Background: an optimization exercise with open tools, aiming at small area, a short achievable clock period and few clock cycles per item. Do not read the settings as production practice.
RTL that was checked went through simulation tests only; none was proved equivalent to the original.
For runs 1 and 7, only the layout was checked, not whether the RTL still works.
Power is estimated from default activity; no workload was simulated.

$ cat config.mk
export PLATFORM = sky130hd
export DESIGN_NAME = k2000_payload_codec
export DESIGN_NICKNAME = k2000_payload_codec
export VERILOG_FILES = /design/flow/design.v
export SDC_FILE = /design/flow/constraint.sdc
export NUM_CORES = 4
export LEC_CHECK = 0
export CAP_MARGIN = 20
export CORE_MARGIN = 2
export CORE_UTILIZATION = 40
export SETUP_SLACK_MARGIN = 5
export SLEW_MARGIN = 20
$ cat constraint.sdc
create_clock -name core_clock -period 10.0 [get_ports {clk}]
set_input_delay 2.0000 -clock core_clock [delete_from_list [all_inputs] [get_ports {clk}]]
set_output_delay 2.0000 -clock core_clock [all_outputs]
set_load 0.01 [all_outputs]
$ cat design.v
module k2000_payload_codec (
    input  wire        clk,
    input  wire        rst,
    input  wire        cmd_valid,
    output wire        cmd_ready,
    input  wire        cmd_dir,       
    input  wire [3:0]  cmd_n,         
    input  wire [20:0] cmd_size,      
    input  wire        in_valid,
    output wire        in_ready,
    input  wire [7:0]  in_data,
    input  wire        in_last,
    output wire        out_valid,
    input  wire        out_ready,
    output wire [7:0]  out_data,
    output wire        out_last,
    output wire        done,
    output wire [2:0]  status,
    output wire [23:0] info_a,
    output wire [23:0] info_b
);
    localparam ST_OK       = 3'd0;
    localparam ST_BADWIDTH = 3'd1;
    localparam ST_CKSUM    = 3'd2;
    localparam ST_LENGTH   = 3'd3;
    localparam ST_MALFORM  = 3'd4;
    localparam ST_PADBITS  = 3'd5;
    reg         idle;        
    reg         run;         
    reg         drain;       
    reg         dv;          
    reg         pre;         
    reg         done_r;
    reg         in_rdy;
    reg         act;         
    reg         dir;
    reg         bad;
    reg  [2:0]  n;
    reg  [20:0] size;
    reg         padv;        
    reg  [2:0]  pad;         
    reg  [20:0] rcnt;        
    reg         rz;          
    reg         r1;          
    reg  [23:0] kcnt;        
    reg  [23:0] xreg;        
    reg  [7:0]  ebyte;       
    reg  [6:0]  sum;
    reg  [14:0] acc;         
    reg  [3:0]  cnt;         
    reg         first;       
    reg         over;        
    reg         mal;         
    reg         fresh;       
    reg         cks_sent;    
    reg  [2:0]  st;
    reg  [7:0]  od;
    reg         ov;
    reg         olast;
    assign cmd_ready = idle;
    assign in_ready  = in_rdy;
    assign out_valid = ov;
    assign out_data  = od;
    assign out_last  = olast;
    assign done      = done_r;
    assign status    = st;
    assign info_a    = xreg;
    assign info_b    = kcnt;
    function [2:0] m7add(input [2:0] a, input [2:0] b);
        reg [2:0] g, p;
        reg       c0, c1, c2;
        begin
            g  = a & b;
            p  = a ^ b;
            c0 = g[2] | (p[2] & g[1]) | (p[2] & p[1] & g[0]);
            c1 = g[0] | (p[0] & c0);
            c2 = g[1] | (p[1] & g[0]) | (p[1] & p[0] & c0);
            m7add = p ^ {c2, c1, c0};
        end
    endfunction
    wire [20:0] nsz  = ~cmd_size;
    wire [11:0] r7a  = {m7add(nsz[2:0], nsz[5:3]), m7add(nsz[8:6], nsz[11:9]),
                        m7add(nsz[14:12], nsz[17:15]), nsz[20:18]};
    wire [2:0]  r7   = m7add(m7add(acc[11:9], acc[8:6]), m7add(acc[5:3], acc[2:0]));   
    wire [2:0]  pad7 = (r7 == 3'd7) ? 3'd0 : r7;
    wire [7:0]  nmask  = (8'd1 << n) - 8'd1;
    wire        adv    = !ov || out_ready;
    wire        take   = in_rdy && in_valid;
    wire        r2     = (rcnt == 21'd2);
    wire        dec    = run && !dir;
    wire        enc    = run && dir;
    wire        dat    = !rz && (!r1 || !cnt[3]);
    wire        d_pk   = dec && take && !in_last;           
    wire        d_end  = dec && take && in_last;            
    wire        tk     = act && take && (dir || (!in_last && dat));
    wire [3:0]  n4     = {1'b0, n};
    wire [3:0]  thr    = 4'd8 - n4;                         
    wire [22:0] ya     = {acc, 8'd0} >> cnt;
    wire [7:0]  chunk  = in_data & nmask;
    wire [3:0]  ti     = dir ? {~cnt[3], cnt[2:0]} : (cnt + n4);
    wire [15:0] yi     = {(dir ? in_data : chunk), 8'd0} >> ti;
    wire [7:0]  ybyte  = ya[7:0] | (tk ? yi[7:0] : 8'd0);
    wire [3:0]  fb     = n4 - {1'b0, pad};                   
    wire        ge_t   = dir || (!first && (cnt >= thr));
    wire        ge_0   = cnt[3];
    wire        emit   = act && adv && (tk ? ge_t : ge_0);
    wire [3:0]  c_te   = dir ? (cnt + thr) : (cnt - thr);    
    wire [3:0]  c_t    = dir ? {1'b1, cnt[2:0]} : (first ? fb : (cnt + n4));
    wire [3:0]  c_e    = dir ? (cnt - n4) : {1'b0, cnt[2:0]};
    wire [3:0]  cnt_n  = tk ? (emit ? c_te : c_t) : (emit ? c_e : cnt);
    wire        e_room = adv ? (tk ? !c_te[3] : (cnt < {1'b1, n})) : (!tk && !cnt[3]);
    wire        d_room = adv || (tk ? (c_t <= 4'd8) : (cnt <= 4'd8));
    wire [14:0] acc_t  = dir ? {acc[6:0], in_data} : ((acc << n) | {7'd0, chunk});
    wire [6:0]  addend = dir ? (fresh ? od[6:0] : 7'd0) : in_data[6:0];
    wire [6:0]  addsum = sum + addend;
    wire        e_cks  = enc && act && adv && rz && (cnt == thr) && !cks_sent;
    wire        e_end  = enc && ov && olast && out_ready;
    wire        e_bend = enc && bad && rz;
    wire        d_malb  = (in_data & ~nmask) != 8'd0;
    wire [7:0]  padmask = nmask & ~((8'd1 << (n - pad)) - 8'd1);
    wire        pad_bad = (ebyte & padmask) != 8'd0;
    wire        cks_ok  = (in_data == {1'b0, sum});
    wire        len_ok  = !over && (rz || (r1 && cnt[3]));
    wire [2:0]  d_code  = bad      ? ST_BADWIDTH :
                          !cks_ok  ? ST_CKSUM    :
                          !len_ok  ? ST_LENGTH   :
                          mal      ? ST_MALFORM  :
                          pad_bad  ? ST_PADBITS  : ST_OK;
    wire        r_dec  = dir ? (enc && take) : emit;
    wire        r_nz_n = r_dec ? !(rz || r1) : !rz;
    wire [4:0]  dstep  = acc[4:0];                          
    wire        dv_sz  = (dstep < 5'd21);
    wire        dv_last = (dstep == 5'd23);
    wire [2:0]  nm1    = n - 3'd1;
    wire        dv_bit = dv_sz ? size[20] : nm1[2'd3 - dstep[1:0]];
    wire [3:0]  dv_rt  = {pad, dv_bit};
    wire        dv_ge  = (dv_rt >= {1'b0, n});
    wire [2:0]  dv_rem = dv_ge ? (dv_rt[2:0] - n) : dv_rt[2:0];
    wire [2:0]  padx   = (n == 3'd7) ? pad7 : (nm1 - pad);
    wire [2:0]  padq   = (n == 3'd7) ? ((r7 == 3'd7) ? 3'd1 : (r7 + 3'd1)) : ~pad;    
    wire        cn_bad = (cmd_n == 4'd0) || cmd_n[3];
    wire        cn_div = (cmd_n == 4'd3) || (cmd_n == 4'd5) || (cmd_n == 4'd6);
    wire        cn_7   = (cmd_n == 4'd7);
    always @(posedge clk) begin
        if (rst) begin
            idle   <= 1'b1;
            run    <= 1'b0;
            drain  <= 1'b0;
            dv     <= 1'b0;
            pre    <= 1'b0;
            done_r <= 1'b0;
            in_rdy <= 1'b0;
            act    <= 1'b0;
            ov     <= 1'b0;
        end else begin
            done_r <= 1'b0;
            if (idle && cmd_valid) begin
                idle   <= 1'b0;
                run    <= !cn_div;
                dv     <= cn_div;
                pre    <= cn_div;
                act    <= !(cn_div || cn_7 || cn_bad);
                in_rdy <= !(cn_div || cn_7) && (!cmd_dir || (cmd_size != 21'd0));
            end
            if (run && !padv)
                act <= 1'b1;
            if (emit || e_cks)
                ov <= 1'b1;
            else if (out_ready)
                ov <= 1'b0;
            if (run) begin
                if (dir)
                    in_rdy <= r_nz_n && (!act || e_room);
                else
                    in_rdy <= !(take && in_last) && (!act || d_room);
            end
            if (d_end) begin
                run <= 1'b0;
                if (d_code == ST_OK) begin
                    if (rz && adv) begin
                        done_r <= 1'b1;
                        act    <= 1'b0;
                    end else
                        drain <= 1'b1;
                end else begin
                    ov  <= 1'b0;
                    act <= 1'b0;
                    if (d_code == ST_LENGTH)
                        dv <= 1'b1;
                    else
                        done_r <= 1'b1;
                end
            end
            if (drain && rz && adv) begin
                drain  <= 1'b0;
                act    <= 1'b0;
                done_r <= 1'b1;
            end
            if (e_end) begin
                run    <= 1'b0;
                act    <= 1'b0;
                done_r <= 1'b1;
            end
            if (e_bend) begin
                run    <= 1'b0;
                done_r <= 1'b1;
            end
            if (dv && dv_last) begin
                dv  <= 1'b0;
                pre <= 1'b0;
                if (pre)
                    run <= 1'b1;
                else
                    done_r <= 1'b1;
            end
            if (done_r)
                idle <= 1'b1;
        end
    end
    always @(posedge clk) begin
        if (idle && cmd_valid) begin
            dir      <= cmd_dir;
            n        <= cmd_n[2:0];
            bad      <= cn_bad;
            size     <= cmd_size;
            rcnt     <= cmd_size;
            rz       <= (cmd_size == 21'd0);
            r1       <= (cmd_size == 21'd1);
            padv     <= !(cn_div || cn_7);
            pad      <= 3'd0;
            kcnt     <= 24'd0;
            xreg     <= 24'd0;
            ebyte    <= 8'd0;
            sum      <= 7'd0;
            acc      <= cn_div ? 15'd0 : {3'd0, r7a};
            cnt      <= cmd_dir ? (4'd8 - cmd_n) : 4'd0;
            first    <= 1'b1;
            over     <= 1'b0;
            mal      <= 1'b0;
            fresh    <= 1'b0;
            cks_sent <= 1'b0;
            st       <= ST_OK;
        end
        if (run && !padv) begin
            padv <= 1'b1;
            pad  <= padx;
            acc  <= 15'd0;
            if (dir)
                cnt <= {1'b0, padq};
        end
        if (act) begin
            cnt <= cnt_n;
            if (tk)
                acc <= acc_t;
            if (emit) begin
                od    <= dir ? (ybyte & nmask) : ybyte;
                olast <= !dir && r1;
            end
        end
        if (dir ? (enc && fresh) : d_pk)
            sum <= addsum;
        if (enc)
            fresh <= emit;
        if (e_cks) begin
            od       <= {1'b0, addsum};
            olast    <= 1'b1;
            cks_sent <= 1'b1;
        end
        if (d_pk && !bad) begin
            if (kcnt != 24'hFFFFFF)
                kcnt <= kcnt + 24'd1;
            first <= 1'b0;
            if (first || (!mal && d_malb))
                ebyte <= in_data;
            if (!mal && d_malb) begin
                mal  <= 1'b1;
                xreg <= kcnt;
            end
            if (!dat)
                over <= 1'b1;
        end
        if (r_dec) begin
            rcnt <= rcnt - 21'd1;
            rz   <= r1;
            r1   <= r2;
        end
        if (d_end) begin
            st <= d_code;
            if (!bad) begin
                if (!cks_ok)
                    xreg <= {16'd0, in_data};
                kcnt <= !cks_ok ? {17'd0, sum} :
                        !len_ok ? kcnt :
                        mal     ? {16'd0, ebyte} : 24'd0;
            end
            if (d_code == ST_LENGTH) begin
                acc <= 15'd0;
                pad <= 3'd0;
            end
        end
        if (e_bend)
            st <= ST_BADWIDTH;
        if (dv) begin
            pad  <= dv_rem;
            if (!pre)
                xreg <= {xreg[22:0], dv_ge};
            if (dv_sz)
                size <= {size[19:0], size[20]};
            acc[4:0] <= dstep + 5'd1;
        end
    end
endmodule
$ cat flow/run.sh
#!/bin/bash
# Standard ORFS layout with a tighter timing-repair target and single-drive
# port buffers. The clock period and SDC are the standard flow's own (constraint.sdc).
set -euo pipefail
bash standard.sh \
  "SETUP_SLACK_MARGIN=6.0" \
  "BUFFER_PORTS_ARGS=-buffer_cell sky130_fd_sc_hd__buf_2" \
  finish > standard.log 2>&1
$ cat standard.sh
#!/bin/bash
# synth_recipe.tcl (not shown) runs the flow's synth.tcl, then flattens the netlist and writes it again
# the make line also repeats each setting of config.mk as NAME=value (left out here)
make -C /OpenROAD-flow-scripts/flow DESIGN_CONFIG=/design/flow/config.mk WORK_HOME=/design/flow/orfs CLKGATE_MAP_FILE= SYNTH_SCRIPT=/design/flow/synth_recipe.tcl "${@:-finish}"
==> results of run 1 <==
## metrics by stage
stage	total power, W	worst slack (ns)	instances
final	0.00286	6.09	2051
after global routing	0.00302	6.00	2051
after CTS	0.00279	5.98	2040
after detailed placement	0.00203	5.00	1992
after global placement	0.00200	5.08	1992
after floorplan	0.00169	6.01	1570
## cells in the final DEF, fill, tap and decap left out, types with 11 or more instances in the layout
master       n
clkbuf_16   18
o21ai_0     94
buf_2      103
fa_1        13
o21ai_1     13
nor2b_1     14
mux2i_1     29
mux4_2      19
ha_1        59
nor2_1     127
nand2b_1    11
and2_1      13
xnor2_1     28
o211ai_1    29
nor3_1      30
inv_1       57
nand4_1     11
a31oi_1     39
nand3_1     89
xor2_1      34
a21o_1      26
a211oi_1    21
buf_4       43
o22ai_1     15
edfxtp_1    71
nand2_1    215
a21oi_1    122
dfxtp_1     79
nor4_1      19
## kinds of logic (layout without fill, tap and decap cells)
group	Yosys count	count (layout)	synth area share
simple gates	578	579	0.210
compound gates	466	466	0.235
buf+inv	170	248	0.0542
flops	161	161	0.310
fa+ha+maj	77	77	0.0842
xor+xnor	64	64	0.0442
mux	54	54	0.0619
## how the worst max path moves through the flow
stage | end | slack (ns) | cells after the start
2_1_floorplan | kcnt[0] | 6.01 | 7
6_report | od[5] | 6.09 | 11
5_1_grt | cnt[2] | 6.00 | 15
3_3_place_gp | kcnt[12] | 5.08 | 6
3_5_place_dp | kcnt[12] | 5.00 | 6
4_1_cts | xreg[7] | 5.98 | 11
## power by group through the flow
stage               Combinational [W]  Sequential (W)  Clock (W)
floorplan                    0.000859        0.000834          0
global placement              0.00111        0.000893          0
detailed placement            0.00113        0.000894          0
CTS                           0.00121        0.000862   0.000712
global route                  0.00142        0.000874   0.000734
finish                        0.00129        0.000865   0.000702
## worst register-to-register path: stages, from the launching register on
cell and delay [ns]:
dfxtp_1 0.53, ha_1 0.33, a21oi_2 0.16, fa_1 0.47, inv_1 0.08, ha_1 0.18, a21o_1 0.15, a21oi_2 0.06
fa_1 0.41, xnor2_2 0.25, ha_2 0.23, inv_1 0.05, ha_1 0.27, mux2i_1 0.07, a21oi_1 0.23, o221ai_1 0.17
## area by class of cell
type,instances,area [um^2],area share
multi-input combinational,1240,8220,0.568
timing repair inverter,1,7.51,0.000519
tap,402,503,0.0348
clock inverter,12,146,0.0101
timing repair buffer,149,881,0.0609
sequential,161,3970,0.275
clock buffer,20,468,0.0323
inverter,66,270,0.0187
## sequential cells by signal, indices dropped and copies added, names as in the netlist, 7 cells and up
| name | flops |
|---|---|
| rcnt | 21 |
| ebyte | 8 |
| kcnt | 24 |
| xreg | 24 |
| size | 21 |
| sum | 7 |
| acc | 15 |
| od | 8 |
## repair_timing
item	CTS	global route
pin swaps	4	10
endpoints found under the setup margin	137	84
resized for setup	23	30
hold endpoints to repair	0	0
buffers inserted	14	11
gates cloned	2	0
## layer usage
layer	global-route usage	vias up	share of wire
met2	0.417	472	0.47
met5	0	-	0
li1	-	5883	-
met4	0.0848	0	0.026
met1	0.337	6050	0.44
met3	0.0431	75	0.062
==> results.txt, run 1 <==
status=no timing/DRC/antenna violations; area delta synth->final=14.1%; Hold Crit Start=cks_sent; Psw=0.00115 W; pin count of the biggest net entering global routing=76; final hold vios=0; critical path launch point=in_data[3]; Mapped Avg Cell Area=8.08 um^2; Post-synth ARST share=0; Synth area leaders=edfxtp_1 (17%), dfxtp_1 (14%), nand2_1 (6.4%); RR Startpoint=acc[8]; fraction of layout cells with a size suffix above 1=0.158; Top Ports=104; critical path required time=10.16 ns; Post-Syn Area=12700 um^2; WL/cell=20.7 um; Post-synth EDFFs=71; leakage power=5.81 nW; PwrDens=198 nW/um^2; first-pass GRT wire length=66.1 mm; R2R depth=15; total CTS buffers=17; Worst path most repeated cell=o21ai_0; vias in the first global route=11.7k; CP Max Fanout=6; Post-synth top cells=nand2_1 (216), nor2_1 (128), a21oi_1 (126); smallest hold slack=0.462 ns; DR DRC count=0; switching share of power=0.403; Die Y=182 um; Hold Path Class=register to register; Clock transition at path regs=0.07 ns; GRT Overall Usage=0.253; Sequential Power Share=0.302; Cell variety after synth=86; IO Port Bufs=103; Seq/Total Area, Yosys=0.310; Reg-to-Reg End=cnt[2]; crit path capture type=register; max-cap check violation count=0; Cell Int Power=0.00171 W; die width=182 um; number of hold buffers added after CTS=0; ys flop type=dfxtp_1; most frequent cell after synthesis=nand2_1; FMAX=0.256 GHz; RSZ-0062 raised after global routing=no; Design Area, Final=14500 um^2; Core Area=31400 um^2; Syn Nets=1687; global route overflow=0; final layout net count=1753; starting density of the core=0.404; Synth area leader=edfxtp_1; full die area=33200 um^2; clock sinks=161; Final period util=0.391; Ys Warns=1; VDD IR max=0.000128 V; drt pass-1 iters=6; number of synthesized register bits=161; Root Buffer Master=clkbuf_16; Mapped Cells=1570; post-route ant nets=0; filler cell count=3121; via count=12.5k; via/cell ratio=6.08; Critical-path top delay cell=ha_1; Antenna diodes=0; H-Tree Depth=4; CP Launch Type=input pin; Longest Clk Path Bufs=2; Setup CP Type=input pin to register; Starting DRT DRC Count=1226; fin util=0.461; antenna violations before repair=0; gp weighted congestion=0.930; Slew HR=0.313; CTS tree=done; worst slew pin tran=1.01 ns; clock power share=0.245; clk_skew=0.0159 ns; cell family with most CP delay=compound AO/OA/AOI/OAI gates; Logic pwr share=0.452; flop2flop setup slack=6.10 ns; post-detail-place hpwl=30.3 mm; top-area cell type share of the netlist area=0.168; # rows=65; Final Max Tran Viols=0; dpl cell area=13500 um^2; post-layout min period=3.91 ns; Arr. time, crit path=4.07 ns; Final setup viols=0; Clock Latency Late Sink=0.45 ns; setup TNS=0 ns; hold path depth=2; chain of cells forming the critical path=buf_2 -> inv_1 -> o21ai_0 -> ha_1 -> o21ai_0 -> o21bai_1 -> a21oi_1 -> xor2_1 -> o21ai_0 -> a221oi_1 -> a311oi_1; CP Buf/Inv Count=2; max incr delay on CP=0.35 ns; Routed WL=42.4 mm; Hold EP=cks_sent
==> run 2: changes to the inputs <==
--- a/design.v
+++ b/design.v
@@ -38,6 +38,7 @@
     reg  [2:0]  n;
     reg  [20:0] size;
     reg         padv;        
+    reg         p7s;         
     reg  [2:0]  pad;         
     reg  [20:0] rcnt;        
     reg         rz;          
@@ -81,7 +82,8 @@
     wire [20:0] nsz  = ~cmd_size;
     wire [11:0] r7a  = {m7add(nsz[2:0], nsz[5:3]), m7add(nsz[8:6], nsz[11:9]),
                         m7add(nsz[14:12], nsz[17:15]), nsz[20:18]};
-    wire [2:0]  r7   = m7add(m7add(acc[11:9], acc[8:6]), m7add(acc[5:3], acc[2:0]));   
+    wire [5:0]  r7b  = {m7add(acc[11:9], acc[8:6]), m7add(acc[5:3], acc[2:0])};
+    wire [2:0]  r7   = m7add(acc[5:3], acc[2:0]);           
     wire [2:0]  pad7 = (r7 == 3'd7) ? 3'd0 : r7;
     wire [7:0]  nmask  = (8'd1 << n) - 8'd1;
     wire        adv    = !ov || out_ready;
@@ -162,7 +164,7 @@
                 act    <= !(cn_div || cn_7 || cn_bad);
                 in_rdy <= !(cn_div || cn_7) && (!cmd_dir || (cmd_size != 21'd0));
             end
-            if (run && !padv)
+            if (run && !padv && p7s)
                 act <= 1'b1;
             if (emit || e_cks)
                 ov <= 1'b1;
@@ -170,9 +172,9 @@
                 ov <= 1'b0;
             if (run) begin
                 if (dir)
-                    in_rdy <= r_nz_n && (!act || e_room);
+                    in_rdy <= (padv || p7s) && r_nz_n && (!act || e_room);
                 else
-                    in_rdy <= !(take && in_last) && (!act || d_room);
+                    in_rdy <= (padv || p7s) && !(take && in_last) && (!act || d_room);
             end
             if (d_end) begin
                 run <= 1'b0;
@@ -227,6 +229,7 @@
             rz       <= (cmd_size == 21'd0);
             r1       <= (cmd_size == 21'd1);
             padv     <= !(cn_div || cn_7);
+            p7s      <= !cn_7;
             pad      <= 3'd0;
             kcnt     <= 24'd0;
             xreg     <= 24'd0;
@@ -241,7 +244,11 @@
             cks_sent <= 1'b0;
             st       <= ST_OK;
         end
-        if (run && !padv) begin
+        if (run && !padv && !p7s) begin
+            p7s <= 1'b1;
+            acc <= {9'd0, r7b};
+        end
+        if (run && !padv && p7s) begin
             padv <= 1'b1;
             pad  <= padx;
             acc  <= 15'd0;
==> flow/run.sh (replaced) <==
#!/bin/bash
# Standard ORFS layout with a tighter timing-repair target and single-drive
# port buffers. The clock period and SDC are the standard flow's own (constraint.sdc).
set -euo pipefail
bash standard.sh \
  "SETUP_SLACK_MARGIN=6.6" \
  "BUFFER_PORTS_ARGS=-buffer_cell sky130_fd_sc_hd__buf_2" \
  finish > standard.log 2>&1
==> results.txt, run 2 <==
Cell variety after synth=91 (+5.8%); area delta synth->final=26.9%; Clock transition at path regs=0.07 ns (about the same); WL/cell=21.1 um (+2.2%); Antenna diodes=0 (unchanged); Clock Latency Late Sink=0.46 ns (about the same); # rows=65 (unchanged); biggest regs=kcnt: 24 flops, xreg: 24 flops; Logic pwr share=0.414 (-0.038); dpl cell area=13900 um^2 (+3.1%); status=no timing/DRC/antenna violations; fraction of layout cells with a size suffix above 1=0.250 (+0.0914); worst slew pin tran=1.00 ns (-0.0131 ns); Post-Syn Area=12700 um^2 (+0.27%); Top Ports=104 (unchanged); flop2flop setup slack=6.30 ns (+0.20 ns); post-layout min period=3.78 ns (-0.135 ns); Root Buffer Master=clkbuf_16; number of synthesized register bits=162 (+0.62%); Final period util=0.378 (-0.0135); clock sinks=162 (+0.62%); Slew HR=0.328 (+0.0143); Core Area=31400 um^2 (unchanged); final layout net count=1842 (+5.1%); CP Max Fanout=2 (-4); GRT Overall Usage=0.267 (+0.0145); most frequent cell after synthesis=nand2_1; crit path capture type=register; clock power share=0.255 (+0.010); ys flop type=dfxtp_1; via/cell ratio=6.06 (-0.34%); vias in the first global route=12.2k (+4.4%); gp weighted congestion=0.905 (-2.8%); Post-synth ARST share=0 (unchanged); Hold Path Class=register to register; IO Port Bufs=103 (unchanged); number of hold buffers added after CTS=0 (unchanged); Die Y=182 um (+0.13%); Final setup viols=0 (unchanged); max-cap check violation count=0 (unchanged); final non-filler cell total=2144 (+4.5%); VDD IR max=0.000152 V (+19%); full die area=33200 um^2 (+0.26%); Mapped Avg Cell Area=7.92 um^2 (-2.0%); Synth area leader=edfxtp_1; H-Tree Depth=4 (unchanged); Post-synth EDFFs=71 (unchanged); FMAX=0.265 GHz (+3.6%); Arr. time, crit path=4.06 ns (about the same); total power=0.00266 W (-7.1%); switching share of power=0.395 (-0.00861); CTS tree=done; Starting DRT DRC Count=1386 (+13%); most frequent cells in the layout=nand2_1 (217), nor2_1 (146), a21oi_1 (116), dfxtp_1 (91), buf_2 (87); Mapped Cells=1606 (+2.3%); final hold vios=0 (unchanged); starting density of the core=0.405 (+0.00108); via count=13.0k (+4.2%); top-area cell type share of the netlist area=0.168 (-0.000446); Psw=0.00105 W (-9.1%); die width=182 um (+0.13%); commonest non-fill, non-tap cell in the layout=nand2_1; area occupied by multi-input gates=9240 um^2 (+12%); global route overflow=0 (unchanged); CP Launch Type=input pin; drt pass-1 iters=6 (unchanged); total CTS buffers=17 (unchanged); Placed Cells=2021 (+1.5%); Design Area, Final=16100 um^2 (+12%); DR DRC count=0 (unchanged); Sequential Power Share=0.331 (+0.029); Longest Clk Path Bufs=2 (unchanged); critical path required time=10.29 ns (+0.13 ns); RSZ-0062 raised after global routing=yes; PwrDens=165 nW/um^2 (-17%); setup TNS=0 ns (unchanged); Post-synth top cells=nand2_1 (229), nor2_1 (156), a21oi_1 (137); clk_skew=0.0185 ns (+0.00257 ns); antenna violations before repair=0 (unchanged); post-detail-place hpwl=30.6 mm (+0.69%); FF/Latch Area=3950 um^2 (-0.47%); Syn Nets=1719 (+1.9%); first-pass GRT wire length=69.6 mm (+5.4%); Synth area leaders=edfxtp_1 (17%), dfxtp_1 (14%), nand2_1 (6.8%); Ys Warns=1 (unchanged); Final Max Tran Viols=0 (unchanged); Setup CP Type=input pin to register; pin count of the biggest net entering global routing=65 (-14%); leakage power=6.52 nW (+12%); filler cell count=2940 (-5.8%); post-route ant nets=0 (unchanged); Cell Int Power=0.00161 W (-5.7%); Routed WL=45.3 mm (+6.8%); Seq/Total Area, Yosys=0.311 (+0.000750)
run 2: changes by cell type after synthesis, sizes merged, moves of 13 or more:
cell	previous run	this run
nand2	216	229
nor2	128	158
nand3	89	49
o21ai	108	124
o211ai	29	7
run 2: area by class of cell:
cell class / count / share of cell area
clock inverter: 14 / 0.00954
inverter: 64 / 0.0181
sequential: 162 / 0.245
multi-input combinational: 1287 / 0.572
timing repair buffer: 197 / 0.0974
tap: 402 / 0.0312
clock buffer: 18 / 0.0266
run 2: what timing repair did:
item	in CTS	in global routing
setup endpoints to repair	176	92
setup buffers	59	19
pin swaps	49	45
gates resized for setup	115	66
gates cloned	9	4
run 2: worst max-delay path, cell delays in order:
cell,delay (ns)
buf_8,0.10
a22o_1,0.20
ha_2,0.19
fa_2,0.38
a21o_1,0.20
a21oi_2,0.20
xnor2_2,0.15
o21ai_2,0.10
or4_1,0.42
o22ai_2,0.12
run 2: power by group through the flow:
stage          Clock [W]  Combinational (W)  Sequential (W)
6_report        0.000678            0.00110        0.000879
2_1_floorplan          0           0.000733        0.000844
3_3_place_gp           0           0.000936        0.000887
4_1_cts         0.000685            0.00104        0.000875
5_1_grt         0.000714            0.00119        0.000887
3_5_place_dp           0           0.000948        0.000888
run 2: cell families (layout without fill, tap and decap cells):
family	after synthesis	after routing	synth area share
DFF	162	162	0.311
AOI/OAI and AO/OA	471	476	0.233
adders and majority gates	73	73	0.0795
muxes	56	56	0.0538
xor gates and xnor gates	69	69	0.0475
buffers and inverters	167	293	0.0518
and+or+nand+nor	608	613	0.223
run 2: routing by layer:
metal	vias to the layer above	GRT usage	wire, um
met1	6312	0.353	19600
met4	0	0.0848	1120
met3	78	0.0377	2650
met2	522	0.453	22000
met5	-	0	0
li1	6090	-	-
run 2: through the flow:
stage	utilization	hold WS, ns	worst slack [ns]
after floorplan	-	0.426	6.03
after global placement	0.442	0.439	5.29
after detailed placement	0.442	0.438	5.20
after CTS	0.498	0.468	6.24
after global routing	0.514	0.480	6.22
final	0.514	0.464	6.22
run 2: final timing paths:
check / cells after the start / start / end
max: 10 / in_data[0] / od[4]
min: 2 / xreg[9] / xreg[10]
max reg2reg: 11 / dir / od[4]
min reg2reg: 2 / xreg[9] / xreg[10]
Testbench counts of run 2, summed over its fixed seeds: cycles 55,644, items 27,958.
==> run 3: changes to the inputs <==
==> flow/run.sh (replaced) <==
#!/bin/bash
# Standard ORFS layout with a tighter timing-repair target and single-drive
# port buffers. The clock period and SDC are the standard flow's own (constraint.sdc).
set -euo pipefail
bash standard.sh \
  "SETUP_SLACK_MARGIN=6.3" \
  "BUFFER_PORTS_ARGS=-buffer_cell sky130_fd_sc_hd__buf_2" \
  finish > standard.log 2>&1
--- a/config.mk
+++ b/config.mk
@@ -8,5 +8,7 @@
 export CAP_MARGIN = 20
 export CORE_MARGIN = 2
 export CORE_UTILIZATION = 40
+export CTS_BUF_LIST = sky130_fd_sc_hd__clkbuf_4 sky130_fd_sc_hd__clkbuf_8
+export CTS_CLUSTER_SIZE = 20
 export SETUP_SLACK_MARGIN = 5
 export SLEW_MARGIN = 20
==> results.txt, run 3 <==
status=no timing/DRC/antenna violations; clk_skew=0.0239 ns (+0.00542 ns); Post-synth ARST share=0 (unchanged); dpl cell area=13600 um^2 (-2.2%); fraction of layout cells with a size suffix above 1=0.167 (-0.0823); Arr. time, crit path=4.06 ns (about the same); biggest regs=kcnt: 24 flops, xreg: 24 flops; Setup CP Type=input pin to register; layer with the highest usage=met2; PwrDens=167 nW/um^2 (+1.1%); FMAX=0.270 GHz (+1.9%); Slew HR=0.399 (+0.0717); DR DRC count=0 (unchanged); post-synthesis compound-gate area fraction=0.233 (unchanged); GRT Overall Usage=0.258 (-0.00974); post-route ant nets=0 (unchanged); starting density of the core=0.405 (unchanged); Cell variety after synth=91 (unchanged); top-area cell type share of the netlist area=0.168 (unchanged); Antenna diodes=0 (unchanged); Sequential Power Share=0.363 (+0.032); CP Launch Type=input pin; number of synthesized register bits=162 (unchanged); Syn Nets=1719 (unchanged); met2 Use GR=0.428 (-0.0247); clock sinks=162 (unchanged); leakage power=6.04 nW (-7.4%); number of hold buffers added after CTS=0 (unchanged); Psw=0.00102 W (-3.2%); setup TNS=0 ns (unchanged); first-pass GRT wire length=67.7 mm (-2.8%); area share of fa/ha/maj cells after synthesis=0.0795 (unchanged); global route overflow=0 (unchanged); CTS tree=done; Post-synth EDFFs=71 (unchanged); multiplexer share of the synthesized area=0.0538 (unchanged); Ys Warns=1 (unchanged); XOR/XNOR Fraction of Synth Area=0.0475 (unchanged); post-synthesis simple-gate area fraction=0.223 (unchanged); vias in the first global route=11.7k (-4.1%); GR Util met3=0.0367 (-0.000998); Synth area leader=edfxtp_1; CP Max Fanout=6 (+4); clock power share=0.224 (-0.031); Final setup viols=0 (unchanged); met1 GRT Util=0.349 (-0.00353); final hold vios=0 (unchanged); most frequent cell after synthesis=nand2_1; area delta synth->final=15.1%; Starting DRT DRC Count=1266 (-8.7%); Mapped Cells=1606 (unchanged); Routed WL=43.5 mm (-4.1%); Design Area, Final=14600 um^2 (-9.3%); Top Ports=104 (unchanged); antenna violations before repair=1 (+1); Clock transition at path regs=0.12 ns (+0.05 ns); VDD IR max=0.000132 V (-13%); Longest Clk Path Bufs=2 (unchanged); WL/cell=20.7 um (-2.0%); switching share of power=0.417 (+0.0219); RSZ-0062 raised after global routing=yes; pin count of the biggest net entering global routing=66 (+1.5%); Core Area=31400 um^2 (unchanged); Die Y=182 um (unchanged); worst slew pin tran=0.894 ns (-0.107 ns); Synth area leaders=edfxtp_1 (17%), dfxtp_1 (14%), nand2_1 (6.8%); final layout net count=1796 (-2.5%); filler cell count=3140 (+6.8%); gp weighted congestion=0.922 (+1.9%); via/cell ratio=6.01 (-0.86%); Cell Int Power=0.00142 W (-12%); Clock Latency Late Sink=0.51 ns (+0.05 ns); # rows=65 (unchanged); die width=182 um (unchanged); max-cap check violation count=0 (unchanged); IO Port Bufs=103 (unchanged); most frequent cells in the layout=nand2_1 (225), nor2_1 (155), a21oi_1 (134), o21ai_0 (111), buf_2 (102); Post-synth top cells=nand2_1 (229), nor2_1 (156), a21oi_1 (137); Seq/Total Area, Yosys=0.311 (unchanged); post-detail-place hpwl=30.4 mm (-0.39%); full die area=33200 um^2 (unchanged); H-Tree Depth=4 (unchanged); total CTS buffers=17 (unchanged); critical path required time=10.35 ns (+0.06 ns); commonest non-fill, non-tap cell in the layout=nand2_1; Logic pwr share=0.413 (about the same); crit path capture type=register; Post-Syn Area=12700 um^2 (unchanged); Root Buffer Master=clkbuf_8; Mapped Avg Cell Area=7.92 um^2 (unchanged); Final period util=0.371 (-0.00696); post-layout min period=3.71 ns (-0.0696 ns); Hold Path Class=register to register; ys flop type=dfxtp_1; main combinational cell family by area after synthesis=compound AO/OA/AOI/OAI gates; via count=12.6k (-3.0%); drt pass-1 iters=5 (-1); Final Max Tran Viols=0 (unchanged)
-- run 3: what timing repair did --
item                                    CTS  global route
endpoints found under the setup margin  158            91
gates resized for setup                  34            23
endpoints found under the hold margin     0             0
buffers inserted                         23            15
cloned                                    5             1
pin swaps                                13            18
-- run 3: critical path, cell delays in order --
cell	delay [ns]
buf_4	0.15
a22o_1	0.22
ha_2	0.18
fa_2	0.35
a21o_1	0.20
a21oi_2	0.19
xnor2_2	0.15
o21ai_2	0.10
or4_1	0.40
o22ai_1	0.11
-- run 3: kinds of logic after synthesis --
logic type | count (synthesis)
flops | 162
buf+inv | 167
simple gates | 608
xor+xnor | 69
compound gates | 471
mux | 56
fa+ha+maj | 73
-- run 3: power by group through the flow --
stage	Clock (W)	Combinational, W	Sequential (W)
final	0.000547	0.00101	0.000885
after detailed placement	0	0.000916	0.000896
after CTS	0.000552	0.000963	0.000882
after global routing	0.000580	0.00110	0.000893
after global placement	0	0.000910	0.000895
after floorplan	0	0.000704	0.000842
-- run 3: final timing paths --
check	cells after the start	from	endpoint	slack [ns]
hold / removal	2	xreg[22]	xreg[23]	0.46
setup / recovery	10	in_data[0]	od[4]	6.29
setup reg to reg	12	n[0]	od[5]	6.35
hold reg to reg	2	xreg[22]	xreg[23]	0.46
-- run 3: stage by stage --
stage / utilization / std cells / hold WS (ns) / setup WS, ns / power [W]
after floorplan: - / 1606 / 0.426 / 6.03 / 0.00155
after global placement: 0.433 / 2022 / 0.435 / 5.33 / 0.00180
after detailed placement: 0.433 / 2022 / 0.450 / 5.23 / 0.00181
after CTS: 0.460 / 2082 / 0.473 / 6.29 / 0.00240
after global routing: 0.466 / 2098 / 0.493 / 6.18 / 0.00257
final: 0.466 / 2098 / 0.463 / 6.29 / 0.00244
-- run 3: area by class of cell --
| cell class | instances | area, um^2 | area share |
|---|---|---|---|
| clock inverters | 15 | 190 | 0.0130 |
| well taps | 402 | 503 | 0.0344 |
| flip-flops and latches | 162 | 3950 | 0.270 |
| repair buffers | 156 | 993 | 0.0678 |
| inverters | 64 | 265 | 0.0181 |
| clock buffers | 17 | 234 | 0.0160 |
| multi-input cells | 1282 | 8500 | 0.581 |
-- run 3: layer usage --
metal / wire length [um] / up-vias
li1: - / 5988
met1: 19200 / 6029
met2: 20400 / 510
met3: 2760 / 86
met4: 1090 / 0
met5: 0 / -
==> run 4: changes to the inputs <==
--- a/config.mk
+++ b/config.mk
@@ -8,7 +8,7 @@
 export CAP_MARGIN = 20
 export CORE_MARGIN = 2
 export CORE_UTILIZATION = 40
-export CTS_BUF_LIST = sky130_fd_sc_hd__clkbuf_4 sky130_fd_sc_hd__clkbuf_8
-export CTS_CLUSTER_SIZE = 20
+export CTS_BUF_LIST = sky130_fd_sc_hd__clkbuf_8
+export CTS_CLUSTER_SIZE = 12
 export SETUP_SLACK_MARGIN = 5
 export SLEW_MARGIN = 20
==> results.txt, run 4 <==
Critical-path top delay cell=or4_1; IO Port Bufs=103 (unchanged); post-detail-place hpwl=30.4 mm (unchanged); biggest regs=kcnt: 24 flops, xreg: 24 flops; Hold Path Class=register to register; full die area=33200 um^2 (unchanged); WL/cell=20.7 um (unchanged); R2R depth=12 (unchanged); Final Max Tran Viols=0 (unchanged); switching share of power=0.417 (unchanged); die width=182 um (unchanged); commonest non-fill, non-tap cell in the layout=nand2_1; Cell variety after synth=91 (unchanged); flop2flop setup slack=6.35 ns (about the same); Setup CP Type=input pin to register; Arr. time, crit path=4.06 ns (about the same); Final setup viols=0 (unchanged); vias in the first global route=11.7k (unchanged); Mapped Avg Cell Area=7.92 um^2 (unchanged); Longest Clk Path Bufs=2 (unchanged); most frequent cells in the layout=nand2_1 (225), nor2_1 (155), a21oi_1 (134), o21ai_0 (111), buf_2 (102); max incr delay on CP=0.40 ns (about the same); post-layout min period=3.71 ns (unchanged); critical path required time=10.35 ns (about the same); DR DRC count=0 (unchanged); max-cap check violation count=0 (unchanged); Post-synth EDFFs=71 (unchanged); Ys Warns=1 (unchanged); fraction of layout cells with a size suffix above 1=0.167 (unchanged); number of hold buffers added after CTS=0 (unchanged); antenna violations before repair=1 (unchanged); ys flop type=dfxtp_1; Antenna diodes=0 (unchanged); Post-synth top cells=nand2_1 (229), nor2_1 (156), a21oi_1 (137); clock power share=0.224 (about the same); global route overflow=0 (unchanged); crit path capture type=register; Core Area=31400 um^2 (unchanged); pin count of the biggest net entering global routing=66 (unchanged); clk_skew=0.0239 ns (unchanged); status=no timing/DRC/antenna violations; drt pass-1 iters=5 (unchanged); Syn Nets=1719 (unchanged); via count=12.6k (unchanged); FMAX=0.270 GHz (unchanged); number of synthesized register bits=162 (unchanged); gp weighted congestion=0.922 (unchanged); leakage power=6.04 nW (unchanged); setup TNS=0 ns (unchanged); most frequent cell after synthesis=nand2_1; Die Y=182 um (unchanged); starting density of the core=0.405 (unchanged); worst slew pin tran=0.894 ns (unchanged); Reg-to-Reg End=od[5]; Seq/Total Area, Yosys=0.311 (unchanged); final layout net count=1796 (unchanged); first-pass GRT wire length=67.7 mm (unchanged); CTS tree=done; Final period util=0.371 (unchanged); RSZ-0062 raised after global routing=yes; chain of cells forming the critical path=buf_4 -> a22o_1 -> ha_2 -> fa_2 -> a21o_1 -> a21oi_2 -> xnor2_2 -> o21ai_2 -> or4_1 -> o22ai_1; hold path depth=2 (unchanged); via/cell ratio=6.01 (unchanged); final hold vios=0 (unchanged); Starting DRT DRC Count=1266 (unchanged); PwrDens=167 nW/um^2 (unchanged); clock sinks=162 (unchanged); top-area cell type share of the netlist area=0.168 (unchanged); Post-synth ARST share=0 (unchanged); total CTS buffers=17 (unchanged); Cell Int Power=0.00142 W (unchanged); CP Max Fanout=6 (unchanged); Synth area leader=edfxtp_1; Top Ports=104 (unchanged); post-route ant nets=0 (unchanged); Mapped Cells=1606 (unchanged); area delta synth->final=15.1% (unchanged); Slew HR=0.399 (unchanged); filler cell count=3140 (unchanged); Synth area leaders=edfxtp_1 (17%), dfxtp_1 (14%), nand2_1 (6.8%); Clock Latency Late Sink=0.51 ns (about the same); # rows=65 (unchanged); H-Tree Depth=4 (unchanged); CP Launch Type=input pin; GRT Overall Usage=0.258 (unchanged); Sequential Power Share=0.363 (about the same); Root Buffer Master=clkbuf_8; Clock transition at path regs=0.12 ns (about the same); total power=0.00244 W (unchanged); VDD IR max=0.000132 V (unchanged); Psw=0.00102 W (unchanged); Hold Crit Start=xreg[22]; Logic pwr share=0.413 (about the same); RR Startpoint=n[0]; Routed WL=43.5 mm (unchanged); Hold EP=xreg[23]; Post-Syn Area=12700 um^2 (unchanged)
[run 4: kinds of logic after synthesis]
family	synth area share
buf+inv	0.0518
fa+ha+maj	0.0795
flops	0.311
simple gates	0.223
xor+xnor	0.0475
mux	0.0538
compound gates	0.233
[run 4: critical path, delay by kind of cell]
family	cells	cell delay, ns
AO/OA/AOI/OAI	5	0.82
XOR/XNOR	1	0.15
AND/OR/NAND/NOR	1	0.40
buffers and inverters	1	0.15
adder cells (fa/ha/maj)	2	0.53
[run 4: per-stage QoR]
| stage | cell area (um^2) | hold slack (ns) | setup WS (ns) | instances | util |
|---|---|---|---|---|---|
| floorplan | 12900 | 0.426 | 6.03 | 1606 | - |
| global placement | 13600 | 0.435 | 5.33 | 2022 | 0.433 |
| detailed placement | 13600 | 0.450 | 5.23 | 2022 | 0.433 |
| CTS | 14400 | 0.473 | 6.29 | 2082 | 0.460 |
| global route | 14600 | 0.493 | 6.18 | 2098 | 0.466 |
| finish | 14600 | 0.463 | 6.29 | 2098 | 0.466 |
[run 4: worst max path at each step]
| stage | end | depth (start not counted) | slack, ns | start |
|---|---|---|---|---|
| 3_3_place_gp | ebyte[3] | 7 | 5.33 | in_valid |
| 6_report | od[4] | 10 | 6.29 | in_data[0] |
| 5_1_grt | od[0] | 7 | 6.18 | in_valid |
| 2_1_floorplan | od[4] | 9 | 6.03 | in_data[0] |
| 3_5_place_dp | ebyte[4] | 7 | 5.23 | in_valid |
| 4_1_cts | od[0] | 12 | 6.29 | n[1] |
[run 4: final cells by class]
cell class / count / area (um^2) / share of cell area
multi-input combinational: 1282 / 8500 / 0.581
sequential: 162 / 3950 / 0.270
timing repair buffer: 156 / 993 / 0.0678
tap: 402 / 503 / 0.0344
inverter: 64 / 265 / 0.0181
clock buffer: 17 / 234 / 0.0160
clock inverter: 15 / 190 / 0.0130
[run 4: power groups by stage]
stage               Sequential [W]  Clock (W)  Combinational (W)
floorplan                 0.000842          0           0.000704
global placement          0.000895          0           0.000910
detailed placement        0.000896          0           0.000916
CTS                       0.000882   0.000552           0.000963
global route              0.000893   0.000580            0.00110
finish                    0.000885   0.000547            0.00101
[run 4: repair_timing]
item,4_1_cts,5_1_grt
setup endpoints to repair,158,91
resized for setup,34,23
cloned,5,1
buffers inserted,23,15
pin swaps,13,18
[run 4: routing by layer]
metal / GRT usage / share of wire
met1: 0.349 / 0.44
met2: 0.428 / 0.47
met3: 0.0367 / 0.064
met4: 0.0742 / 0.025
met5: 0 / 0
==> run 5: changes to the inputs <==
--- a/config.mk
+++ b/config.mk
@@ -7,7 +7,7 @@
 export LEC_CHECK = 0
 export CAP_MARGIN = 20
 export CORE_MARGIN = 2
-export CORE_UTILIZATION = 40
+export CORE_UTILIZATION = 55
 export CTS_BUF_LIST = sky130_fd_sc_hd__clkbuf_8
 export CTS_CLUSTER_SIZE = 12
 export SETUP_SLACK_MARGIN = 5
==> results.txt, run 5 <==
crit path capture type=register; CTS tree=done; Hold Crit Start=over; starting density of the core=0.562 (+0.157); drt pass-1 iters=5 (unchanged); Synth area leaders=edfxtp_1 (17%), dfxtp_1 (14%), nand2_1 (6.8%); post-route ant nets=0 (unchanged); Post-synth top cells=nand2_1 (229), nor2_1 (156), a21oi_1 (137); Final WS setup=6.26 ns (-0.0383 ns); critical path required time=10.30 ns (-0.05 ns); max incr delay on CP=0.34 ns (-0.06 ns); worst slew pin tran=0.822 ns (-0.0717 ns); Seq/Total Area, Yosys=0.311 (unchanged); status=no timing/DRC/antenna violations; Hold Path Class=register to register; Ys Warns=1 (unchanged); post-detail-place hpwl=29.7 mm (-2.4%); fraction of layout cells with a size suffix above 1=0.174 (+0.00649); PwrDens=167 nW/um^2 (about the same); global route overflow=0 (unchanged); Synth area leader=edfxtp_1; area delta synth->final=14.0%; Clock transition at path regs=0.11 ns (about the same); RR Startpoint=n[2]; gp weighted congestion=1.00 (+8.5%); hold path depth=2 (unchanged); first-pass GRT wire length=64.4 mm (-4.9%); flop2flop setup slack=6.34 ns (about the same); Post-synth EDFFs=71 (unchanged); fin util=0.640 (+0.174); Critical-path top delay cell=fa_2; ys flop type=dfxtp_1; number of synthesized register bits=162 (unchanged); Slew HR=0.447 (+0.0482); total CTS buffers=17 (unchanged); die width=156 um (-14%); via/cell ratio=6.41 (+6.6%); Starting DRT DRC Count=1430 (+13%); most frequent cells in the layout=nand2_1 (225), nor2_1 (155), a21oi_1 (134), o21ai_0 (113), buf_2 (102); biggest regs=kcnt: 24 flops, xreg: 24 flops; Top Ports=104 (unchanged); top-area cell type share of the netlist area=0.168 (unchanged); via count=12.7k (+0.69%); Longest Clk Path Bufs=2 (unchanged); final hold vios=0 (unchanged); DR DRC count=0 (unchanged); Final setup viols=0 (unchanged); most frequent cell after synthesis=nand2_1; # rows=55 (-15%); Post-Syn Area=12700 um^2 (unchanged); Setup CP Type=input pin to register; Hold EP=over; H-Tree Depth=4 (unchanged); setup slack at placement=5.02 ns (-0.208 ns); chain of cells forming the critical path=buf_4 -> a22o_1 -> ha_2 -> fa_2 -> a21o_1 -> a21oi_2 -> buf_4 -> o21bai_1 -> a21oi_2 -> xnor2_2 -> a221oi_2; Die Y=156 um (-14%); Core Area=22600 um^2 (-28%); Mapped Avg Cell Area=7.92 um^2 (unchanged); number of hold buffers added after CTS=0 (unchanged); Root Buffer Master=clkbuf_8; Mapped Cells=1606 (unchanged); IO Port Bufs=103 (unchanged); R2R depth=11 (-1); RSZ-0062 raised after global routing=yes; filler cell count=2002 (-36%); leakage power=6.02 nW (-0.31%); cell family with most CP delay=compound AO/OA/AOI/OAI gates; clock sinks=162 (unchanged); Syn Nets=1719 (unchanged); Cell variety after synth=91 (unchanged); max-cap check violation count=0 (unchanged); clk_skew=0.0211 ns (-0.00280 ns); VDD IR max=0.000108 V (-18%); Antenna diodes=0 (unchanged); CP Launch Type=input pin; CP Buf/Inv Count=2 (+1); Final period util=0.374 (+0.00383); FMAX=0.267 GHz (-1.0%); final layout net count=1796 (unchanged); setup TNS=0 ns (unchanged); Clock Latency Late Sink=0.48 ns (-0.03 ns); GRT Overall Usage=0.339 (+0.0814); Post-synth ARST share=0 (unchanged); Final Max Tran Viols=0 (unchanged); Routed WL=42.0 mm (-3.3%); antenna violations before repair=0 (-1); commonest non-fill, non-tap cell in the layout=nand2_1; pin count of the biggest net entering global routing=66 (unchanged); Arr. time, crit path=4.04 ns (-0.02 ns); Reg-to-Reg End=od[6]; vias in the first global route=11.6k (-0.79%); full die area=24400 um^2 (-27%); WL/cell=21.2 um (+2.4%); CP Max Fanout=6 (unchanged); post-layout min period=3.74 ns (+0.0383 ns)
run 5: changes by cell type in the layout (fill, tap and decap cells not counted), moves of 3 or more:
cell	before	now
o21ai_1	10	7
nor3_1	38	35
inv_1	58	55
nor3_2	0	3
run 5: cells by family (layout without fill, tap and decap cells):
kind of cell             count (synthesis)  in the layout  synth area share
multiplexers                            56             56            0.0538
XOR/XNOR                                69             69            0.0475
adder cells (fa/ha/maj)                 73             73            0.0795
buffers and inverters                  167            252            0.0518
AND/OR/NAND/NOR                        608            610             0.223
flip-flops                             162            162             0.311
AO/OA/AOI/OAI                          471            474             0.233
run 5: per-stage QoR:
step | total power (W) | hold slack [ns] | area (um^2) | cells
3_5_place_dp | 0.00182 | 0.448 | 13400 | 1905
2_1_floorplan | 0.00155 | 0.426 | 12900 | 1606
5_1_grt | 0.00254 | 0.498 | 14500 | 1981
6_report | 0.00241 | 0.466 | 14500 | 1981
3_3_place_gp | 0.00180 | 0.437 | 13400 | 1904
4_1_cts | 0.00236 | 0.470 | 14200 | 1959
run 5: layout make-up:
type,instances,area [um^2],area share
Clock inverter,15,174,0.0120
Multi-Input combinational cell,1282,8550,0.589
Clock buffer,17,234,0.0161
Sequential cell,162,3950,0.273
Inverter,64,269,0.0186
Tap cell,285,357,0.0246
Timing Repair Buffer,156,965,0.0665
run 5: what timing repair did:
action	CTS	global route
buffers inserted	18	20
hold endpoints to repair	0	0
resized for setup	31	27
endpoints found under the setup margin	167	80
pin swaps	10	14
gates cloned	4	2
run 5: how the worst max path moves through the flow:
stage,cells after the start,end,startpoint,slack [ns]
final,11,od[6],in_data[0],6.26
after global routing,11,od[6],in_data[0],6.20
after CTS,11,od[6],in_data[0],6.29
after detailed placement,11,ebyte[1],n[0],5.02
after global placement,11,ebyte[1],n[0],5.18
after floorplan,9,od[4],in_data[0],6.03
run 5: layer usage:
| metal | up-vias | part of all wire | track usage |
|---|---|---|---|
| met5 | - | 0 | 0 |
| met4 | 0 | 0.027 | 0.105 |
| met3 | 91 | 0.086 | 0.0708 |
| met2 | 598 | 0.46 | 0.534 |
| met1 | 6031 | 0.43 | 0.469 |
| li1 | 5980 | - | - |
run 5: report_power, final:
group	internal, W	switching (W)	leakage, nW
Clock	0.000230	0.000288	0.208
Combinational	0.000421	0.000589	4.31
Sequential	0.000765	0.000122	1.50
Total	0.00142	0.000999	6.02
run 5: worst reg2reg max path, cell delays in order, from the launching register on:
cell,delay (ns)
edfxtp_1,0.38
buf_4,0.26
clkinvlp_4,0.16
buf_4,0.14
buf_4,0.24
nand3_1,0.17
ha_1,0.37
nand4b_1,0.23
buf_4,0.23
nor4_4,0.70
a211oi_1,0.23
a221oi_2,0.38
==> run 6: changes to the inputs <==
--- a/config.mk
+++ b/config.mk
@@ -7,8 +7,6 @@
 export LEC_CHECK = 0
 export CAP_MARGIN = 20
 export CORE_MARGIN = 2
-export CORE_UTILIZATION = 55
-export CTS_BUF_LIST = sky130_fd_sc_hd__clkbuf_8
-export CTS_CLUSTER_SIZE = 12
+export CORE_UTILIZATION = 40
 export SETUP_SLACK_MARGIN = 5
 export SLEW_MARGIN = 20
==> results.txt, run 6 <==
status=no timing/DRC/antenna violations; Final Max Tran Viols=0 (unchanged); FMAX=0.273 GHz (+2.1%); full die area=33200 um^2 (+36%); final hold vios=0 (unchanged); Post-Syn Area=12700 um^2 (unchanged); H-Tree Depth=4 (unchanged); CP Launch Type=input pin; fin util=0.476 (-0.164); commonest non-fill, non-tap cell in the layout=nand2_1; Mapped Cells=1606 (unchanged); Slew HR=0.352 (-0.0952); Cell Int Power=0.00156 W (+10%); R2R depth=13 (+2); IO Port Bufs=103 (unchanged); critical path launch point=in_valid; Arr. time, crit path=3.97 ns (-0.07 ns); most frequent cells in the layout=nand2_1 (223), nor2_1 (154), a21oi_1 (132), o21ai_0 (109), buf_2 (102); GR Util met3=0.0355 (-0.0353); RR Startpoint=n[0]; Seq/Total Area, Yosys=0.311 (unchanged); Worst Setup EP=od[0]; pin count of the biggest net entering global routing=66 (unchanged); max incr delay on CP=0.50 ns (+0.16 ns); Post-synth EDFFs=71 (unchanged); gp weighted congestion=0.922 (-7.8%); ys flop type=dfxtp_1; max-cap check violation count=0 (unchanged); vias in the first global route=11.9k (+2.3%); Logic pwr share=0.388 (-0.030); cell family with most CP delay=simple AND/OR/NAND/NOR gates; clock sinks=162 (unchanged); Placed Cells=2022 (+6.1%); Die Y=182 um (+17%); first-pass GRT wire length=68.0 mm (+5.6%); CP Buf/Inv Count=1 (-1); Hold Path Class=register to register; Root Buffer Master=clkbuf_16; worst slew pin tran=0.968 ns (+0.146 ns); post-detail-place hpwl=30.4 mm (+2.5%); DR DRC count=0 (unchanged); Starting DRT DRC Count=1124 (-21%); via count=12.6k (-1.2%); met2 Use GR=0.431 (-0.103); drt pass-1 iters=5 (unchanged); Top Ports=104 (unchanged); chain of cells forming the critical path=buf_2 -> and2_1 -> o21ai_2 -> or2_1 -> nor2_2 -> or4b_1 -> o22ai_1; via/cell ratio=5.97 (-6.8%); Post-synth top cells=nand2_1 (229), nor2_1 (156), a21oi_1 (137); global route overflow=0 (unchanged); critical path required time=10.30 ns (about the same); Post-synth ARST share=0 (unchanged); met1 GRT Util=0.347 (-0.121); PwrDens=174 nW/um^2 (+4.5%); number of hold buffers added after CTS=0 (unchanged); top-area cell type share of the netlist area=0.168 (unchanged); WL/cell=20.9 um (-1.2%); CTS tree=done; post-layout min period=3.67 ns (-0.0771 ns); Final setup viols=0 (unchanged); Reg-to-Reg End=od[0]; hold path depth=2 (unchanged); biggest regs=kcnt: 24 flops, xreg: 24 flops; Final period util=0.367 (-0.00771); layer with the highest usage=met2; smallest hold slack=0.463 ns (-0.00203 ns); area delta synth->final=17.5%; Final WS setup=6.33 ns (+0.0771 ns); fraction of layout cells with a size suffix above 1=0.178 (+0.00381); Critical-path top delay cell=or2_1; critical path depth=7 (-4); leakage power=6.16 nW (+2.4%); setup slack at placement=5.23 ns (+0.208 ns); flop2flop setup slack=6.34 ns (about the same); Cell variety after synth=91 (unchanged); Antenna diodes=0 (unchanged); crit path capture type=register; VDD IR max=0.000131 V (+21%); Sequential Power Share=0.341 (-0.026); antenna violations before repair=0 (unchanged); clk_skew=0.0154 ns (-0.00576 ns); most frequent cell after synthesis=nand2_1; Routed WL=44.0 mm (+4.7%); post-route ant nets=0 (unchanged); Mapped Avg Cell Area=7.92 um^2 (unchanged); final layout net count=1799 (+0.17%); Syn Nets=1719 (unchanged); Synth area leaders=edfxtp_1 (17%), dfxtp_1 (14%), nand2_1 (6.8%); final non-filler cell total=2101 (+6.1%); RSZ-0062 raised after global routing=yes; starting density of the core=0.405 (-0.157); total CTS buffers=17 (unchanged); clock power share=0.271 (+0.057); Hold Crit Start=over; Longest Clk Path Bufs=2 (unchanged); Setup CP Type=input pin to register; Psw=0.00104 W (+4.2%); Clock Latency Late Sink=0.46 ns (-0.02 ns); setup TNS=0 ns (unchanged); CP Max Fanout=14 (+8); die width=182 um (+17%); Synth area leader=edfxtp_1; Ys Warns=1 (unchanged); GRT Overall Usage=0.260 (-0.0794); Core Area=31400 um^2 (+39%); # rows=65 (+18%); switching share of power=0.400 (-0.0132); number of synthesized register bits=162 (unchanged); Clock transition at path regs=0.07 ns (-0.04 ns)
-- run 6: cell types whose count changed in the layout (fill, tap and decap cells not counted), sizes merged --
| cell | previous run | this run |
|---|---|---|
| bufinv | 3 | 2 |
| buf | 155 | 154 |
| inv | 64 | 67 |
| clkbuf | 18 | 22 |
| clkinvlp | 5 | 3 |
| clkinv | 7 | 6 |
| bufbuf | 0 | 1 |
-- run 6: routing by layer --
metal | routed length (um) | part of all wire
met1 | 19300 | 0.44
met2 | 20800 | 0.47
met3 | 2620 | 0.060
met4 | 1260 | 0.029
met5 | 0 | 0
-- run 6: power by group through the flow --
stage	Combinational (W)	Clock, W	Sequential (W)
floorplan	0.000704	0	0.000842
global placement	0.000910	0	0.000895
detailed placement	0.000916	0	0.000896
CTS	0.000965	0.000711	0.000882
global route	0.00110	0.000737	0.000894
finish	0.00101	0.000704	0.000886
-- run 6: how the worst min path moves through the flow --
| stage | end | slack, ns |
|---|---|---|
| 5_1_grt | over | 0.49 |
| 2_1_floorplan | over | 0.43 |
| 6_report | over | 0.46 |
| 3_3_place_gp | over | 0.44 |
| 3_5_place_dp | over | 0.45 |
| 4_1_cts | over | 0.47 |
-- run 6: cells by family after synthesis --
| group | after synthesis | synth area share |
|---|---|---|
| XOR/XNOR | 69 | 0.0475 |
| AND/OR/NAND/NOR | 608 | 0.223 |
| adder cells (fa/ha/maj) | 73 | 0.0795 |
| multiplexers | 56 | 0.0538 |
| AO/OA/AOI/OAI | 471 | 0.233 |
| flip-flops | 162 | 0.311 |
| buffers and inverters | 167 | 0.0518 |
-- run 6: area by class of cell --
type	instances	area, um^2
clock buffer	18	450
clock inverter	14	160
inverter	64	265
sequential	162	3950
tap	402	503
fill	3116	16500
multi-input combinational	1282	8550
timing repair buffer	159	1060
-- run 6: worst register-to-register path, stage by stage, from the launching register on --
cell        delay [ns]
edfxtp_1          0.42
buf_12            0.17
clkinvlp_4        0.15
buf_4             0.18
ha_4              0.16
ha_2              0.26
inv_1             0.13
ha_4              0.18
or3b_4            0.41
o22a_4            0.26
a221oi_4          0.41
a21oi_2           0.13
or4b_1            0.51
o22ai_1           0.13
-- run 6: repair_timing --
item	4_1_cts	5_1_grt
gates cloned	5	2
endpoints found under the setup margin	167	107
endpoints found under the hold margin	0	0
buffers inserted	28	12
pin swaps	13	18
resized for setup	36	41
-- run 6: per-stage QoR --
| stage | power, W | area [um^2] |
|---|---|---|
| floorplan | 0.00155 | 12900 |
| finish | 0.00260 | 14900 |
| global route | 0.00273 | 14900 |
| detailed placement | 0.00181 | 13600 |
| global placement | 0.00180 | 13600 |
| CTS | 0.00256 | 14700 |
==> run 7: changes to the inputs <==
--- a/design.v
+++ b/design.v
@@ -94,6 +94,9 @@
     wire        dat    = !rz && (!r1 || !cnt[3]);
     wire        d_pk   = dec && take && !in_last;           
     wire        d_end  = dec && take && in_last;            
+    wire [2:0]  nm1    = n - 3'd1;
+    wire [2:0]  padx   = (n == 3'd7) ? pad7 : (nm1 - pad);
+    wire [2:0]  padq   = (n == 3'd7) ? ((r7 == 3'd7) ? 3'd1 : (r7 + 3'd1)) : ~pad;    
     wire        tk     = act && take && (dir || (!in_last && dat));
     wire [3:0]  n4     = {1'b0, n};
     wire [3:0]  thr    = 4'd8 - n4;                         
@@ -102,7 +105,7 @@
     wire [3:0]  ti     = dir ? {~cnt[3], cnt[2:0]} : (cnt + n4);
     wire [15:0] yi     = {(dir ? in_data : chunk), 8'd0} >> ti;
     wire [7:0]  ybyte  = ya[7:0] | (tk ? yi[7:0] : 8'd0);
-    wire [3:0]  fb     = n4 - {1'b0, pad};                   
+    wire [3:0]  fb     = n4 - {1'b0, (padv ? pad : padx)};
     wire        ge_t   = dir || (!first && (cnt >= thr));
     wire        ge_0   = cnt[3];
     wire        emit   = act && adv && (tk ? ge_t : ge_0);
@@ -133,13 +136,10 @@
     wire [4:0]  dstep  = acc[4:0];                          
     wire        dv_sz  = (dstep < 5'd21);
     wire        dv_last = (dstep == 5'd23);
-    wire [2:0]  nm1    = n - 3'd1;
     wire        dv_bit = dv_sz ? size[20] : nm1[2'd3 - dstep[1:0]];
     wire [3:0]  dv_rt  = {pad, dv_bit};
     wire        dv_ge  = (dv_rt >= {1'b0, n});
     wire [2:0]  dv_rem = dv_ge ? (dv_rt[2:0] - n) : dv_rt[2:0];
-    wire [2:0]  padx   = (n == 3'd7) ? pad7 : (nm1 - pad);
-    wire [2:0]  padq   = (n == 3'd7) ? ((r7 == 3'd7) ? 3'd1 : (r7 + 3'd1)) : ~pad;    
     wire        cn_bad = (cmd_n == 4'd0) || cmd_n[3];
     wire        cn_div = (cmd_n == 4'd3) || (cmd_n == 4'd5) || (cmd_n == 4'd6);
     wire        cn_7   = (cmd_n == 4'd7);
@@ -164,7 +164,7 @@
                 act    <= !(cn_div || cn_7 || cn_bad);
                 in_rdy <= !(cn_div || cn_7) && (!cmd_dir || (cmd_size != 21'd0));
             end
-            if (run && !padv && p7s)
+            if (run && !padv && (p7s || !dir))
                 act <= 1'b1;
             if (emit || e_cks)
                 ov <= 1'b1;
@@ -174,7 +174,7 @@
                 if (dir)
                     in_rdy <= (padv || p7s) && r_nz_n && (!act || e_room);
                 else
-                    in_rdy <= (padv || p7s) && !(take && in_last) && (!act || d_room);
+                    in_rdy <= !(take && in_last) && (!act || d_room);
             end
             if (d_end) begin
                 run <= 1'b0;
--- a/config.mk
+++ b/config.mk
@@ -8,5 +8,7 @@
 export CAP_MARGIN = 20
 export CORE_MARGIN = 2
 export CORE_UTILIZATION = 40
+export CTS_BUF_LIST = sky130_fd_sc_hd__clkbuf_8
+export CTS_CLUSTER_DIAMETER = 25
 export SETUP_SLACK_MARGIN = 5
 export SLEW_MARGIN = 20
==> results.txt, run 7 <==
status=no timing/DRC/antenna violations; Clock transition at path regs=0.11 ns (+0.04 ns); first-pass GRT wire length=68.7 mm (+0.93%); Final setup viols=0 (unchanged); drt pass-1 iters=9 (+4); CP Launch Type=register; most frequent cell after synthesis=nand2_1; Starting DRT DRC Count=1258 (+12%); PwrDens=166 nW/um^2 (-4.8%); Ys Warns=1 (unchanged); FMAX=0.259 GHz (-5.1%); max incr delay on CP=0.45 ns (-0.05 ns); Synth area leaders=edfxtp_1 (17%), dfxtp_1 (14%), nand2_1 (6.1%); chain of cells forming the critical path=ha_4 -> a21o_1 -> a21oi_2 -> fa_2 -> xor2_2 -> inv_2 -> ha_4 -> ha_4 -> nor3_4 -> a21oi_2 -> mux2i_2 -> ha_2 -> fa_2 -> a211oi_2 -> a21oi_2 -> nand3_1 -> a41o_1 -> a311oi_1; pin count of the biggest net entering global routing=70 (+6.1%); full die area=33500 um^2 (+0.66%); post-layout min period=3.86 ns (+0.196 ns); worst slew pin tran=0.896 ns (-0.0724 ns); area delta synth->final=17.3%; clock sinks=162 (unchanged); final hold vios=0 (unchanged); CTS tree=done; Die Y=183 um (+0.33%); Post-synth ARST share=0 (unchanged); CP Max Fanout=2 (-12); global route overflow=0 (unchanged); Final Max Tran Viols=0 (unchanged); vias in the first global route=12.0k (+0.46%); critical path depth=18 (+11); Seq/Total Area, Yosys=0.309 (-0.00210); fraction of layout cells with a size suffix above 1=0.204 (+0.0264); H-Tree Depth=4 (unchanged); Syn Nets=1694 (-1.5%); via/cell ratio=6.15 (+2.9%); # rows=65 (unchanged); gp weighted congestion=0.942 (+2.2%); Cell variety after synth=80 (-12%); Post-synth top cells=nand2_1 (207), nor2_1 (142), a21oi_1 (114); post-route ant nets=0 (unchanged); commonest non-fill, non-tap cell in the layout=nand2_1; starting density of the core=0.406 (+0.000648); post-detail-place hpwl=31.4 mm (+3.1%); Post-Syn Area=12800 um^2 (+0.68%); Routed WL=44.7 mm (+1.5%); number of synthesized register bits=162 (unchanged); IO Port Bufs=103 (unchanged); Clock Latency Late Sink=0.51 ns (+0.05 ns); Arr. time, crit path=4.26 ns (+0.29 ns); leakage power=6.33 nW (+2.8%); R2R depth=18 (+5); VDD IR max=0.000103 V (-21%); max-cap check violation count=0 (unchanged); Critical-path top delay cell=fa_2; cell family with most CP delay=adder cells; biggest regs=kcnt: 24 flops, xreg: 24 flops; Root Buffer Master=clkbuf_8; GRT Overall Usage=0.263 (+0.00349); Mapped Cells=1579 (-1.7%); total CTS buffers=17 (unchanged); setup TNS=0 ns (unchanged); ys flop type=dfxtp_1; antenna violations before repair=0 (unchanged); most frequent cells in the layout=nand2_1 (200), nor2_1 (141), a21oi_1 (105), buf_2 (103), dfxtp_1 (85); Top Ports=104 (unchanged); Slew HR=0.401 (+0.0485); DR DRC count=0 (unchanged); RSZ-0062 raised after global routing=yes; Core Area=31600 um^2 (+0.52%); Setup CP Type=register to register; crit path capture type=register; Synth area leader=edfxtp_1; filler cell count=3096 (-0.64%); CP Buf/Inv Count=1 (unchanged); hold path depth=2 (unchanged); via count=12.9k (+2.4%); top-area cell type share of the netlist area=0.167 (-0.00113); Mapped Avg Cell Area=8.11 um^2 (+2.4%); final layout net count=1792 (-0.39%); die width=183 um (+0.33%); Antenna diodes=0 (unchanged); Hold Path Class=register to register; fin util=0.476 (about the same); clk_skew=0.0224 ns (+0.00697 ns); WL/cell=21.3 um (+1.9%); critical path required time=10.40 ns (+0.10 ns); Post-synth EDFFs=71 (unchanged); Final period util=0.386 (+0.0196); Longest Clk Path Bufs=2 (unchanged)
-- run 7: repair_timing --
item | CTS | global route
setup endpoints to repair | 173 | 120
cloned | 5 | 1
setup buffers | 47 | 14
hold buffers | 0 | 0
pin swaps | 24 | 17
gates resized for setup | 81 | 27
-- run 7: cell type report --
type                    instances  area, um^2  share of cell area
clock buffers                  17         234              0.0156
clock inverters                15         123             0.00817
inverters                      69         280              0.0187
multi-input cells            1246        8700               0.579
flip-flops and latches        162        3980               0.265
well taps                     402         503              0.0335
repair buffers                180        1200              0.0797
repair inverters                1        7.51            0.000500
-- run 7: report_power, final --
group | switching [W] | internal, W | total, W
clock network | 0.000298 | 0.000178 | 0.000476
logic | 0.000642 | 0.000501 | 0.00114
registers | 0.000101 | 0.000767 | 0.000868
total | 0.00104 | 0.00145 | 0.00249
-- run 7: per-stage QoR --
| stage | setup WS [ns] | std cells | instance area, um^2 | power [W] | hold slack (ns) |
|---|---|---|---|---|---|
| 2_1_floorplan | 6.07 | 1579 | 13100 | 0.00155 | 0.423 |
| 3_3_place_gp | 4.59 | 1993 | 13700 | 0.00181 | 0.436 |
| 3_5_place_dp | 4.59 | 1993 | 13700 | 0.00182 | 0.436 |
| 4_1_cts | 6.16 | 2077 | 14800 | 0.00243 | 0.458 |
| 5_1_grt | 5.97 | 2092 | 15000 | 0.00263 | 0.473 |
| 6_report | 6.14 | 2092 | 15000 | 0.00249 | 0.452 |
-- run 7: per-layer routing --
layer  track usage  share of wire
met5             0              0
met4        0.0979          0.037
met3        0.0387          0.066
met2         0.430           0.46
met1         0.353           0.44
-- run 7: path summary, 6_finish.rpt --
check,from,slack (ns),to
worst max-delay path,acc[4],6.14,in_rdy
worst min-delay path,done_r,0.45,idle
worst max register to register,acc[4],6.14,in_rdy
worst min register to register,done_r,0.45,idle
-- run 7: worst register-to-register path, stage by stage (launching register included) --
cell	delay [ns]
dfxtp_4	0.37
ha_4	0.24
a21o_1	0.16
a21oi_2	0.18
fa_2	0.26
xor2_2	0.20
inv_2	0.07
ha_4	0.18
ha_4	0.17
nor3_4	0.18
a21oi_2	0.07
mux2i_2	0.23
ha_2	0.24
fa_2	0.45
a211oi_2	0.25
a21oi_2	0.07
nand3_1	0.12
a41o_1	0.23
a311oi_1	0.09
-- run 7: cells by family (layout without fill, tap and decap cells) --
kind of cell / Yosys count / count (layout) / synth area share
AND/OR/NAND/NOR: 578 / 580 / 0.211
AO/OA/AOI/OAI: 433 / 435 / 0.216
buffers and inverters: 175 / 282 / 0.0549
flip-flops: 162 / 162 / 0.309
multiplexers: 87 / 87 / 0.0799
adder cells (fa/ha/maj): 75 / 75 / 0.0815
XOR/XNOR: 69 / 69 / 0.0483

Re-timed with assumed drivers on the ports (clkbuf_16 on the clock, buf_2 on other inputs), run 7 has 6.137 ns of setup slack against 6.137 ns with ideal ports, and 5.871 ns once port delays also move by the mid clock arrival of 0.550 ns.
